Source: an optimization exercise on an open RTL-to-GDS flow (aim: small area, a short achievable clock period and few clock cycles). Production flows keep margins and buffers that such runs may drop. Only simulation tests tie the RTL to the original design; equivalence was not proved. No activity file was given, so power comes from the tool's default toggle rates.

### design/flow/design.v
module bse_keybuild (
    input  wire       clk,
    input  wire       rst,
    input  wire       in_valid,
    output wire       in_ready,
    input  wire [7:0] in_data,
    input  wire       in_last,
    input  wire [7:0] tf_num,
    input  wire [7:0] tf_den,
    output wire       out_valid,
    input  wire       out_ready,
    output wire [7:0] out_data,
    output wire       out_last
);
    localparam PH_IN   = 3'd0;
    localparam PH_P1I  = 3'd1;
    localparam PH_P1   = 3'd2;
    localparam PH_CALC = 3'd3;
    localparam PH_P2   = 3'd4;
    reg [2:0]  ph;
    reg        in_ready_r;
    reg [7:0]  byte_r;
    reg        vld_r;
    reg [7:0]  num_r, den_r;
    wire       fire = in_valid && in_ready_r;
    assign in_ready = in_ready_r;
    reg [11:0] total;
    reg [8:0]  m_cnt;
    reg        newval_r;
    wire [255:0] cand;           
    wire [255:0] grp;            
    wire [255:0] fbit;           
    wire [255:0] dec;            
    reg  [3:0]  sb;              
    reg         srch_busy;
    reg  [11:0] lvl;             
    wire        any_hit = |(cand & fbit);
    reg  [7:0]  idx_r;           
    wire [7:0]  dsel = (ph == PH_IN) ? byte_r : idx_r;
    reg         cnt_en;          
    reg         step_p1;         
    reg         step_p2;         
    reg         cand_init;
    reg  [1:0]  cand_init_mode;  
    reg         grp_load;        
    reg         clr_flags;       
    reg         grp_clr;
    wire [15:0] dec_hi, dec_lo;
    genvar g;
    generate
        for (g = 0; g < 16; g = g + 1) begin : g_pd
            assign dec_hi[g] = (dsel[7:4] == g);
            assign dec_lo[g] = (dsel[3:0] == g);
        end
        for (g = 0; g < 256; g = g + 1) begin : g_tab
            reg [11:0] f;
            reg        c;
            reg        q;
            wire       d = dec_hi[g >> 4] & dec_lo[g & 15];
            always @(posedge clk) begin
                if (rst || (step_p2 && d))
                    f <= 12'd0;
                else if (cnt_en && d)
                    f <= f + 12'd1;
            end
            always @(posedge clk) begin
                if (rst || clr_flags)
                    c <= 1'b0;
                else if (cand_init)
                    c <= (cand_init_mode == 2'd0) ? 1'b1 :
                         (cand_init_mode == 2'd1) ? ~q : ~c;
                else if (srch_busy)
                    c <= c & (fbit[g] | ~any_hit);
                else if (step_p1 && d)
                    c <= 1'b0;
                else if (cnt_en && d)
                    c <= 1'b1;
            end
            always @(posedge clk) begin
                if (rst || clr_flags || grp_clr)
                    q <= 1'b0;
                else if (grp_load)
                    q <= c;
                else if ((step_p1 || step_p2) && d)
                    q <= step_p1;
            end
            assign cand[g] = c;
            assign grp[g]  = q;
            assign fbit[g] = f[sb];
            assign dec[g]  = d;
        end
    endgenerate
    wire newval = |(dec & ~cand);
    wire [255:0] pmask = (ph == PH_P1) ? cand : grp;
    reg  [7:0]   pe_idx;
    reg          pe_vld;
    integer k;
    always @(*) begin
        pe_idx = 8'd0;
        pe_vld = 1'b0;
        for (k = 255; k >= 0; k = k - 1)
            if (pmask[k]) begin
                pe_idx = k;
                pe_vld = 1'b1;
            end
    end
    function [3:0] msb12;
        input [11:0] x;
        integer j;
        begin
            msb12 = 4'd0;
            for (j = 0; j < 12; j = j + 1)
                if (x[j]) msb12 = j;
        end
    endfunction
    reg  [1:0]  th_st;           
    reg  [3:0]  th_k;
    reg  [19:0] th_x;
    reg  [7:0]  th_r;
    reg  [11:0] thr;
    reg         thr_ok;
    wire [8:0]  th_t   = {th_r, th_x[11]};
    wire        th_ge  = (th_t >= {1'b0, den_r});
    wire [8:0]  th_sub = th_t - {1'b0, den_r};
    wire [19:0] th_x_sum = th_x + {12'd0, den_r} - 20'd1;
    reg  [1:0]  sub;             
    reg  [11:0] lcur;
    reg  [11:0] cum;
    reg  [8:0]  rank;
    reg  [8:0]  k2;
    wire [11:0] cum_n = cum + lcur;
    reg  [8:0]  k_r;
    reg  [3:0]  bs_r;
    reg  [4:0]  bl_r;
    reg  [2:0]  hdr;             
    reg  [8:0]  ecnt;            
    reg  [14:0] cw;              
    reg [3:0]  bs_c;
    reg [9:0]  slots_c;
    reg [8:0]  k4_c;
    reg [8:0]  k_c;
    reg [8:0]  r_c;
    reg [3:0]  lr_c;
    always @(*) begin
        if      (k2 <= 9'd3)   bs_c = 4'd2;
        else if (k2 <= 9'd7)   bs_c = 4'd3;
        else if (k2 <= 9'd15)  bs_c = 4'd4;
        else if (k2 <= 9'd31)  bs_c = 4'd5;
        else if (k2 <= 9'd63)  bs_c = 4'd6;
        else if (k2 <= 9'd127) bs_c = 4'd7;
        else if (k2 <= 9'd255) bs_c = 4'd8;
        else                   bs_c = 4'd9;
        slots_c = (10'd1 << bs_c) - 10'd1;
        k4_c    = (slots_c < {1'b0, m_cnt}) ? slots_c[8:0] : m_cnt;
        k_c  = (m_cnt - k4_c == 9'd1) ? m_cnt : k4_c;
        r_c  = m_cnt - k_c;
        if      (r_c <= 9'd2)   lr_c = 4'd1;
        else if (r_c <= 9'd4)   lr_c = 4'd2;
        else if (r_c <= 9'd8)   lr_c = 4'd3;
        else if (r_c <= 9'd16)  lr_c = 4'd4;
        else if (r_c <= 9'd32)  lr_c = 4'd5;
        else if (r_c <= 9'd64)  lr_c = 4'd6;
        else if (r_c <= 9'd128) lr_c = 4'd7;
        else                    lr_c = 4'd8;
    end
    reg  [28:0] fq0, fq1;        
    reg         fq_wp, fq_rp;
    reg  [1:0]  fq_n;
    wire [28:0] fq_head = fq_rp ? fq1 : fq0;
    reg         fq_push;
    reg  [28:0] fq_in;
    wire        fq_pop;
    wire        e_short = (ecnt < k_r);
    wire [4:0]  e_w     = e_short ? {1'b0, bs_r} + 5'd8 : bl_r + 5'd8;
    wire [14:0] e_step  = e_short ? (15'd1 << (4'd15 - bs_r)) : (15'd1 << (5'd15 - bl_r));
    wire        e_last  = (ecnt + 9'd1 == m_cnt);
    reg  [7:0]  hdr_byte;
    always @(*) begin
        case (hdr[1:0])
            2'd0: hdr_byte = m_cnt[7:0];
            2'd1: hdr_byte = k_r[7:0];
            2'd2: hdr_byte = {4'd0, bs_r};
            default: hdr_byte = {3'd0, bl_r};
        endcase
    end
    always @(*) begin
        cnt_en         = (ph == PH_IN) && vld_r;
        step_p1        = (ph == PH_P1) && (sub == 2'd2);
        step_p2        = (ph == PH_P2) && (sub == 2'd2);
        cand_init      = 1'b0;
        cand_init_mode = 2'd0;
        grp_load       = 1'b0;
        clr_flags      = 1'b0;
        grp_clr        = (ph == PH_CALC);
        fq_push        = 1'b0;
        fq_in          = {hdr_byte, 15'd0, 5'd8, 1'b0};
        case (ph)
            PH_P1I: begin
                cand_init = 1'b1;
                cand_init_mode = 2'd0;
            end
            PH_P1: begin
                if (sub == 2'd1 && !pe_vld) begin
                    cand_init = 1'b1;
                    cand_init_mode = 2'd1;
                end
            end
            PH_CALC: begin
                cand_init = 1'b1;
                cand_init_mode = 2'd0;
            end
            PH_P2: begin
                if (hdr != 3'd4) begin
                    fq_push = (fq_n != 2'd2);
                end else if (sub == 2'd1) begin
                    if (!pe_vld) begin
                        if (ecnt == m_cnt)
                            clr_flags = 1'b1;
                        else if (!srch_busy) begin
                            grp_load = 1'b1;
                            cand_init = 1'b1;
                            cand_init_mode = 2'd2;
                        end
                    end
                end else if (sub == 2'd2) begin
                    fq_push = 1'b1;
                    fq_in = {idx_r, cw, e_w, e_last};
                end
            end
            default: ;
        endcase
    end
    always @(posedge clk) begin
        byte_r <= in_data;
        if (fire && in_last) begin
            num_r <= tf_num;
            den_r <= tf_den;
        end
        if (rst) begin
            ph         <= PH_IN;
            in_ready_r <= 1'b1;
            vld_r      <= 1'b0;
            total      <= 12'd0;
            m_cnt      <= 9'd0;
            newval_r   <= 1'b0;
            srch_busy  <= 1'b0;
            sb         <= 4'd0;
            lvl        <= 12'd0;
            th_st      <= 2'd0;
            thr_ok     <= 1'b0;
            sub        <= 2'd0;
            hdr        <= 3'd0;
            ecnt       <= 9'd0;
            cw         <= 15'd0;
        end else begin
            vld_r    <= fire;
            if (fire && in_last)
                in_ready_r <= 1'b0;
            newval_r <= cnt_en && newval;
            if (newval_r)
                m_cnt <= m_cnt + 9'd1;
            if (cnt_en)
                total <= total + 12'd1;
            if (cand_init) begin
                srch_busy <= 1'b1;
                lvl       <= 12'd0;
                sb        <= (ph == PH_P1) ? msb12(lcur) :
                             (ph == PH_P2) ? msb12(lvl) : msb12(total);
            end else if (srch_busy) begin
                lvl[sb] <= any_hit;
                if (sb == 4'd0)
                    srch_busy <= 1'b0;
                else
                    sb <= sb - 4'd1;
            end
            case (th_st)
                2'd1: begin
                    th_x <= {th_x[18:0], 1'b0} + (num_r[th_k[2:0]] ? {8'd0, total} : 20'd0);
                    th_k <= th_k - 4'd1;
                    if (th_k == 4'd0)
                        th_st <= 2'd2;
                end
                2'd2: begin
                    th_x  <= th_x_sum;
                    th_k  <= 4'd11;
                    th_st <= 2'd3;
                end
                2'd3: begin
                    th_r <= th_ge ? th_sub[7:0] : th_t[7:0];
                    thr  <= {thr[10:0], th_ge};
                    th_x <= {th_x[18:0], 1'b0};
                    th_k <= th_k - 4'd1;
                    if (th_k == 4'd0) begin
                        th_st  <= 2'd0;
                        thr_ok <= 1'b1;
                    end
                end
                default: ;
            endcase
            if (th_st == 2'd2)
                th_r <= th_x_sum[19:12];
            case (ph)
                PH_IN: begin
                    if (vld_r && !in_ready_r) begin
                        ph <= PH_P1I;
                    end
                end
                PH_P1I: begin
                    ph     <= PH_P1;
                    sub    <= 2'd0;
                    cum    <= 12'd0;
                    rank   <= 9'd0;
                    th_st  <= 2'd1;
                    th_k   <= 4'd7;
                    th_x   <= 20'd0;
                    thr_ok <= 1'b0;
                end
                PH_P1: begin
                    case (sub)
                        2'd0: if (!srch_busy && !cand_init) begin
                            lcur <= lvl;
                            sub  <= 2'd1;
                        end
                        2'd1: if (pe_vld) begin
                            if (thr_ok) begin
                                idx_r <= pe_idx;
                                sub   <= 2'd2;
                            end
                        end else begin
                            sub <= 2'd0;
                        end
                        default: begin
                            cum  <= cum_n;
                            rank <= rank + 9'd1;
                            if (cum_n >= thr) begin
                                k2 <= rank + 9'd1;
                                ph <= PH_CALC;
                            end else
                                sub <= 2'd1;
                        end
                    endcase
                end
                PH_CALC: begin
                    k_r  <= k_c;
                    bs_r <= bs_c;
                    bl_r <= (r_c == 9'd0) ? 5'd0 : ({1'b0, bs_c} + {1'b0, lr_c});
                    hdr  <= 3'd0;
                    ecnt <= 9'd0;
                    cw   <= 15'd0;
                    sub  <= 2'd1;
                    ph   <= PH_P2;
                end
                PH_P2: begin
                    if (hdr != 3'd4) begin
                        if (fq_push)
                            hdr <= hdr + 3'd1;
                    end else begin
                        case (sub)
                            2'd1: if (pe_vld) begin
                                if (fq_n != 2'd2) begin
                                    idx_r <= pe_idx;
                                    sub   <= 2'd2;
                                end
                            end else if (ecnt == m_cnt) begin
                                ph         <= PH_IN;
                                in_ready_r <= 1'b1;
                                total      <= 12'd0;
                                m_cnt      <= 9'd0;
                                srch_busy  <= 1'b0;
                            end
                            default: begin
                                ecnt <= ecnt + 9'd1;
                                cw   <= cw + e_step;
                                sub  <= 2'd1;
                            end
                        endcase
                    end
                end
                default: ;
            endcase
        end
    end
    reg  [31:0] acc;
    reg  [5:0]  acc_n;
    reg         fin;
    reg         ov_r, ol_r;
    assign out_valid = ov_r;
    assign out_last  = ol_r;
    assign out_data  = acc[31:24];
    wire        adv   = out_ready || !ov_r;
    wire [31:0] acc_p = ov_r ? {acc[23:0], 8'd0} : acc;
    wire [5:0]  n_p   = ov_r ? ((acc_n >= 6'd8) ? acc_n - 6'd8 : 6'd0) : acc_n;
    wire        ser_take = (fq_n != 2'd0) && (n_p < 6'd8) && !fin;
    assign      fq_pop = adv && ser_take;
    wire [22:0] h_f   = fq_head[28:6];
    wire [4:0]  h_w   = fq_head[5:1];
    wire        h_l   = fq_head[0];
    wire [31:0] h_pl  = {h_f, 9'd0} >> n_p[2:0];
    wire [31:0] acc_x = ser_take ? (acc_p | h_pl) : acc_p;
    wire [5:0]  n_x   = ser_take ? (n_p + {1'b0, h_w}) : n_p;
    wire        fin_x = (fin || (ser_take && h_l)) && !(ov_r && ol_r);
    always @(posedge clk) begin
        if (fq_push) begin
            if (fq_wp) fq1 <= fq_in; else fq0 <= fq_in;
        end
        if (rst) begin
            fq_wp <= 1'b0;
            fq_rp <= 1'b0;
            fq_n  <= 2'd0;
            acc   <= 32'd0;
            acc_n <= 6'd0;
            fin   <= 1'b0;
            ov_r  <= 1'b0;
            ol_r  <= 1'b0;
        end else begin
            if (fq_push)
                fq_wp <= ~fq_wp;
            if (fq_pop)
                fq_rp <= ~fq_rp;
            fq_n <= fq_n + {1'b0, fq_push} - {1'b0, fq_pop};
            if (adv) begin
                acc   <= acc_x;
                acc_n <= n_x;
                fin   <= fin_x;
                ov_r  <= (n_x >= 6'd8) || (fin_x && n_x != 6'd0);
                ol_r  <= fin_x && (n_x <= 6'd8) && (n_x != 6'd0);
            end
        end
    end
endmodule
### design/flow/run.sh
#!/bin/bash
# synth_recipe.tcl (not shown) runs the flow's synth.tcl, then flattens the netlist and writes it again
# the make line also repeats each setting of config.mk as NAME=value (left out here)
make -C /OpenROAD-flow-scripts/flow DESIGN_CONFIG=/design/flow/config.mk WORK_HOME=/design/flow/orfs CLKGATE_MAP_FILE= SYNTH_SCRIPT=/design/flow/synth_recipe.tcl finish
### design/flow/constraint.sdc
create_clock -name core_clock -period 11.0 [get_ports {clk}]
set_input_delay 2.2000 -clock core_clock [delete_from_list [all_inputs] [get_ports {clk}]]
set_output_delay 2.2000 -clock core_clock [all_outputs]
set_load 0.01 [all_outputs]
### design/flow/config.mk
export PLATFORM = sky130hd
export DESIGN_NAME = bse_keybuild
export DESIGN_NICKNAME = bse_keybuild
export VERILOG_FILES = /design/flow/design.v
export SDC_FILE = /design/flow/constraint.sdc
export NUM_CORES = 8
export LEC_CHECK = 0
export CAP_MARGIN = 20
export CORE_MARGIN = 2
export CORE_UTILIZATION = 30
export PLACE_DENSITY = 0.45
export SLEW_MARGIN = 20
==> impl_metrics.env <==
export IMPL_min_path_type="register to register"
export IMPL_gr_total_overflow=0
export IMPL_dpl_worst_slack_ns=2.21
export IMPL_drive_gt1_share_pct=10.1
export IMPL_initial_utilization_pct=30.1
export IMPL_dieArea_um2=707000
export IMPL_die_x_um=841
export IMPL_start_kind="register"
export IMPL_slew_viol_final=0
export IMPL_fin_cells=34138
export IMPL_setup_tns_final_ns=0
export IMPL_max_freq_mhz=113
export IMPL_grt_antenna_before_repair=187
export IMPL_max_stage_delay_ns=0.48
export IMPL_final_nets=24770
export IMPL_r2r_start="k2[8]$_DFFE_PP_"
export IMPL_root_buffer="clkbuf_16"
export IMPL_crit_slowest_cell="xor2_1"
export IMPL_fin_crit_sh_pct=80.5
export IMPL_placed_cells=33117
export IMPL_worstSetupStartpoint="k2[8]$_DFFE_PP_"
export IMPL_ir_drop_mv=0.150
export IMPL_drc_errors=0
export IMPL_yosys_top_cells_area="dfxtp_1 35%, xor2_1 8.1%, mux4_2 7.3%"
export IMPL_worstMarginPinSlew_ns=1.42
export IMPL_synth_cell_types=93
export IMPL_cts_sinks=3897
export IMPL_ys_ff_latch=3897
export IMPL_gp_congestion=1.09
export IMPL_wl_mm=1090
export IMPL_num_rows=307
export IMPL_vias=199696
export IMPL_fin_crit_ns=8.85
export IMPL_dp_hpwl_mm=791
export IMPL_grt_pass1_vias=180928
export IMPL_hold_path_startpoint="thr[1]$_DFFE_PP_"
export IMPL_end_kind="register"
export IMPL_synthesis_instances=24498
export IMPL_fillerInstances=72004
export IMPL_wl_per_cell_um=31.8
export IMPL_hold_viol=0
export IMPL_synthToLayoutAreaGrowth_pct=14.3
export IMPL_core_area_um2=699000
export IMPL_cp_buffers_inverters=4
export IMPL_crit_type="register to register"
export IMPL_p_per_area_nw_per_um2=136
export IMPL_status="complete, no violations"
export IMPL_p_leak_uw=0.0836
export IMPL_regArea_um2=79900
export IMPL_worst_slack_ns=2.15
export IMPL_ys_top_cells_by_count="3830 x nor2_1, 3713 x dfxtp_1, 2561 x nand2_1, 1947 x xor2_1, 1267 x o21ai_0"
export IMPL_insertion_delay_ns=1.18
export IMPL_synth_area_per_cell_um2=8.58
export IMPL_grt_pass1_wl_mm=1480
export IMPL_grt_met3_usage_pct=8.99
export IMPL_cts_resized_gates=0
export IMPL_cts_hold_buffers_added=0
export IMPL_netlist_area_leader_share_pct=35.4
export IMPL_groute_layer_met1_usage_pct=37.7
export IMPL_place_area_um2=224000
export IMPL_synth_area_um2=210000
export IMPL_grt_max_degree=135
export IMPL_numCtsBuffers=464
export IMPL_drt_iter0_markers=25644
export IMPL_finalSetupViolCount=0
export IMPL_yosysMostFrequentCell="nor2_1"
export IMPL_drt_pass1_iter_count=10
export IMPL_cts_max_level=5
export IMPL_via_per_inst=5.85
export IMPL_use_met2_pct=41.8
export IMPL_p_total_uw=32600
export IMPL_critPathMaxFanout=19
export IMPL_ys_seq_area_share_pct=38.0
export IMPL_port_buffers=39
export IMPL_multi_input_comb_area_um2=124000
export IMPL_yosys_warnings=1
export IMPL_cp_data_arrival_time_ns=9.88
export IMPL_fin_skew_ns=0.153
export IMPL_cts_tree="done"
export IMPL_ant_nets=0
export IMPL_grt_usage_pct=29.4
export IMPL_max_slew_margin_rel_pct=5.22
export IMPL_post_cts_buffers=0
export IMPL_clkTransAtPathRegs_ns=0.06
export IMPL_maxCapViolCount=0
export IMPL_ios=40
export IMPL_worst_path_most_repeated_cell="a21oi_1"
export IMPL_critical_path_top_delay_family="compound AO/OA/AOI/OAI gates"
export IMPL_die_y_um=841
export IMPL_grt_most_used_layer="met2"
export IMPL_synthArstFlopShare_pct=0
export IMPL_rsz0062_at_grt="no"
export IMPL_stdcell_area_um2=240000
export IMPL_required_ns=12.03
export IMPL_ys_flop_type="dfxtp_1"
export IMPL_synth_edff_count=184
export IMPL_clockBufferDepth=4
export IMPL_synth_top_area_cell="dfxtp_1"
## cell families (layout without fill, tap and decap cells)
logic type	Yosys count	in the layout	share of synthesized area (%)
adders and majority gates	413	413	2.49
other	1	148	0.00178
xor gates and xnor gates	2471	2471	10.3
AOI/OAI and AO/OA	4443	4443	13.2
and+or+nand+nor	10121	10121	22.1
DFF	3897	3897	38.0
muxes	1347	1347	10.5
buffers and inverters	1805	2028	3.42
## area by class of cell
| cell class | instances | area share (%) |
|---|---|---|
| Clock inverter | 192 | 1.00 |
| Antenna cell | 146 | 0.152 |
| Tap cell | 9270 | 4.83 |
| Clock buffer | 667 | 5.65 |
| Sequential cell | 3897 | 33.2 |
| Timing Repair Buffer | 817 | 2.94 |
| Multi-Input combinational cell | 18797 | 51.6 |
| Inverter | 352 | 0.551 |
## per-stage QoR
| step | utilization [%] | hold WS, ns |
|---|---|---|
| final | 34.4 | 0.451 |
| after global routing | 34.4 | 0.469 |
| after CTS | 34.3 | 0.457 |
| after detailed placement | 32.0 | 0.440 |
| after global placement | 32.0 | 0.439 |
| after floorplan | - | 0.409 |
## layer usage
metal	up-vias	part of all wire (%)
li1	87672	-
met1	97774	41
met2	11048	40
met3	3150	10
met4	52	8.5
met5	-	0.038
## worst reg2reg max path: cells and delay by family (launching register included)
| kind | cells | cell delay [ns] |
|---|---|---|
| xor gates and xnor gates | 3 | 0.69 |
| AOI/OAI and AO/OA | 20 | 3.31 |
| adders and majority gates | 6 | 1.89 |
| buffers and inverters | 4 | 0.55 |
| and+or+nand+nor | 9 | 1.80 |
| DFF | 1 | 0.45 |
## final timing paths
path	endpoint	slack [ns]	cells after the start
worst min register to register	thr[2]$_DFFE_PP_	0.45	0
worst max register to register	bl_r[4]$_SDFFCE_PN0P_	2.15	42
worst max-delay path	bl_r[4]$_SDFFCE_PN0P_	2.15	42
worst min-delay path	thr[2]$_DFFE_PP_	0.45	0
## power breakdown
part | switching (uW) | internal [uW]
logic | 1370 | 545
clock network | 6930 | 9380
registers | 116 | 14300
## sequential cells by signal, summed over array words and instances, names as in the netlist, 12 cells and up
signal and flops:
total 12, cw 15, g_tab.f 3072, acc 32, cum 12, lvl 12, th_x 20, g_tab.c 256
thr 12, fq0 29, fq1 29, lcur 12, g_tab.q 256
## layout by cell type, fill, tap and decap left out, types with 184 or more instances in the layout
cell / count
a21o_1: 192
a21oi_1: 945
a22oi_1: 247
a31oi_1: 400
and3_1: 699
buf_4: 705
clkbuf_16: 472
dfxtp_1: 3707
edfxtp_1: 184
ha_1: 403
inv_1: 348
mux2i_1: 609
mux4_2: 682
nand2_1: 2550
nand3_1: 764
nand4_1: 887
nor2_1: 3794
nor3_1: 276
nor4_1: 192
o21ai_0: 1265
o22ai_1: 295
or3_1: 520
xnor2_1: 524
xor2_1: 1947
Testbench counts, summed over its fixed seeds: cycles 83,141.

[static timing again, ports no longer ideal]
No port has a modelled driver above. Below, the same layout with a new extraction and two added sets of constraints.
Step 1 sets driving cells, clkbuf_16 on the clock port and buf_2 on the other inputs (assumed; they add their load-dependent delay and slew).
Step 2 moves the port delays by t, midway between the first and last clock arrival at a register: inputs arrive t later, outputs are due t later. That takes back most of the time a late clock gives input paths.
a / b / c = ideal / step 1 / step 2; a / b = the first two.
t (ns): 1.253
setup slack, ns: 2.148 / 2.148 / 2.148
worst register clock-pin slew, ns: 0.07 / 0.07
After both steps this run still meets setup and hold. The setup slack of this run moves by 0.000 ns with the drivers and by 0.000 ns with both steps.
